From an optimization exercise on the open Yosys and OpenROAD flow, aimed at small area; shortcuts taken in it are not production practice.
In this exercise RTL edits were held to simulation tests only and were not proved equivalent to the original.

build 38:
// aht25_engine
module aht25_engine (
    input  wire        clk,
    input  wire        rst,             
    input  wire        ev_connect,
    input  wire        ev_read,
    input  wire        ev_write,
    input  wire        ev_disconnect,
    input  wire [6:0]  address,
    input  wire        write_intent,    
    input  wire [7:0]  data,
    input  wire [31:0] hum,             
    input  wire [31:0] temp,            
    output reg         ack,
    output reg  [7:0]  rdata
);
Size: about 56 flip-flops, roughly 5000 um^2 of cells after synthesis.
clock: 30.0 ns
lec_check: 0
abc_area: 1
cap_margin: 20
core_margin: 2
core_utilization: 40
cts_buf_list: sky130_fd_sc_hd__clkbuf_4 sky130_fd_sc_hd__clkbuf_8
cts_cluster_size: 10
slew_margin: 20
standard.sh (not shown) runs the stock make flow with config.mk's settings and CLKGATE_MAP_FILE= SYNTH_SCRIPT=/design/flow/synth_recipe.tcl, a recipe that flattens the netlist after the stock synthesis.
==> flow/flow/run.sh <==
#!/bin/bash
# Layout flow: the standard flow (standard.sh), with two changes:
#  - synthesis maps the logic with area-oriented ABC scripts (flow/abc_*.abc) in place of
#    ORFS's abc_area.script: each is run on the same netlist and the smallest result is kept.
#    Everything else in synthesis, and so every register, is as synth_recipe.tcl makes it.
#  - the port buffers are sky130_fd_sc_hd__buf_1;
#  - make variables listed in flow/make_args.txt, if any, are added to the make command.
# Each tool's output is in orfs/logs/ (synthesis: orfs/logs/.../1_2_yosys.log, which also
# lists each script's area); make's own output is in flow.log.
set -euo pipefail
W=$(pwd)
cat > "$W/area_synth.tcl" <<TCL
set ::area_scripts [lsort [glob {$W/flow/abc_*.abc}]]
proc abc {args} {
  set i [lsearch -exact \$args -script]
  set li [lsearch -exact \$args -liberty]
  set lib [lindex \$args [expr {\$li + 1}]]
  design -save area_pre_abc
  set best_area ""
  set best_script ""
  foreach s \$::area_scripts {
    design -load area_pre_abc
    set a \$args
    lset a [expr {\$i + 1}] \$s
    yosys abc {*}\$a
    yosys tee -q -o {$W/abc_stat.txt} stat -liberty \$lib
    set f [open {$W/abc_stat.txt}]
    set txt [read \$f]
    close \$f
    regexp {Chip area for module '[^']*': ([0-9.]+)} \$txt -> area
    puts "area_synth: \$s gives \$area"
    if {\$best_area eq "" || \$area < \$best_area} {
      set best_area \$area
      set best_script \$s
      design -save area_best
    }
  }
  design -load area_best
  puts "area_synth: kept \$best_script (\$best_area)"
}
source {$W/synth_recipe.tcl}
TCL
sed "s#SYNTH_SCRIPT=[^ ]*#SYNTH_SCRIPT=$W/area_synth.tcl#" "$W/standard.sh" > "$W/area_standard.sh"
ARGS=("BUFFER_PORTS_ARGS=-buffer_cell sky130_fd_sc_hd__buf_1")
# further make variables, one per line
if [[ -f "$W/flow/make_args.txt" ]]; then
  while IFS= read -r line; do [[ -n "$line" ]] && ARGS+=("$line"); done < "$W/flow/make_args.txt"
fi
bash "$W/area_standard.sh" "${ARGS[@]}" finish > "$W/flow.log" 2>&1
==> flow/flow/abc_deep3.abc <==
strash
&get -n
&st
&deepsyn -T 120 -S 3
&dch -f
&nf -a -R 1000
&put
==> flow/flow/make_args.txt <==
CTS_ARGS=-sink_clustering_enable -repair_clock_nets -buf_list {sky130_fd_sc_hd__clkbuf_4 sky130_fd_sc_hd__clkbuf_8} -sink_clustering_size 20 -dont_use_dummy_load
GPL_KEEP_OVERFLOW=0
--- input diff build 38..build 17 ---
==> flow/flow/abc_deep1.abc (new file) <==
strash
&get -n
&st
&deepsyn -T 60 -S 2
&dch -f
&nf -a -R 1000
&put
==> flow/flow/abc_deep4.abc (new file) <==
strash
&get -n
&st
&deepsyn -T 120 -S 4
&dch -f
&nf -a -R 1000
&put
==> flow/flow/make_args.txt <==
CTS_ARGS=-sink_clustering_enable -repair_clock_nets -buf_list {sky130_fd_sc_hd__clkbuf_4 sky130_fd_sc_hd__clkbuf_8} -sink_clustering_size 20 -dont_use_dummy_load
--- outcome ---
Measured against each other, build 17 and build 38 differ in total length of routed met3 wires, the lower figure coming from build 38.
Build 38 → build 17: core utilization down 0.22 points; highest clock rate up 0.82%; detailed router's first-iteration violation count down 8.
Build 17 vs build 38: met3 layer usage reported by global route up
Build 38 → build 17: post-detailed-routing wire length fell 0.39%; global-route total usage across every layer did not really move.
Input-level comparison between build 4 and build 17:
# build 17
export LEC_CHECK = 0
export ABC_AREA = 1
export CAP_MARGIN = 20
export CORE_MARGIN = 2
export CORE_UTILIZATION = 40
export CTS_BUF_LIST = sky130_fd_sc_hd__clkbuf_4 sky130_fd_sc_hd__clkbuf_8
export CTS_CLUSTER_SIZE = 10
export SLEW_MARGIN = 20
create_clock -name core_clock -period 30.0 [get_ports {clk}]
# build 4
export LEC_CHECK = 0
export ABC_AREA = 1
export CAP_MARGIN = 20
export CORE_MARGIN = 2
export CORE_UTILIZATION = 40
export CTS_BUF_LIST = sky130_fd_sc_hd__clkbuf_4 sky130_fd_sc_hd__clkbuf_8
export CTS_CLUSTER_SIZE = 10
export GPL_TIMING_DRIVEN = 0
export SLEW_MARGIN = 20
create_clock -name core_clock -period 30.0 [get_ports {clk}]
==> flow/flow/abc_deep2.abc (new file) <==
strash
&get -n
&st
&deepsyn -T 60 -S 1
&dch -f
&nf -a -R 1000
&put
==> flow/flow/abc_fast.abc (new file) <==
strash
&get -n
&st
&dch -f
&nf -a -R 1000
&st
&syn2
&dch -f
&nf -a -R 1000
&put
removed: flow/flow/abc_deep4.abc
Findings:
The routability congestion estimate reported for build 4 is greater than that of build 17 by 0.72%. Re worst setup slack: build 17 was higher than build 4. Build 17 → build 4: fmax saw a decrease; global routing usage on met3 went up by 0.69 points; number of cells in the finished layout apart from fillers lost 1.2%. Route | build 4 vs build 17 | wire longer in build 4.

==> static timing again, ports no longer ideal <==
No port has a modelled driver above. Below, the same layouts with a new extraction and two added sets of constraints.
Step 1 assumes that a clkbuf_16 drives the clock port and a buf_2 every other input.
Step 2 times the ports against the registers' clock, not the clock port: input delays grow and output delays shrink by t, the midpoint of the rising clock arrivals with the driver on.
Slacks: no drivers / after step 1 / after step 2; pairs: no drivers / after step 1.
run | t, ns | slack for setup (ns) | cell pins on the clock port's net
build 38 | 0.354 | 2.087 / 2.098 / 1.743 | 1
build 17 | 0.355 | 2.314 / 2.323 / 1.968 | 1
build 4 | 0.361 | 2.110 / 2.119 / 1.758 | 1
After both steps setup and hold are still met in every run listed. For build 4, which loses most, drivers alone change the setup slack by +0.009 ns; drivers and shift together by -0.352 ns.
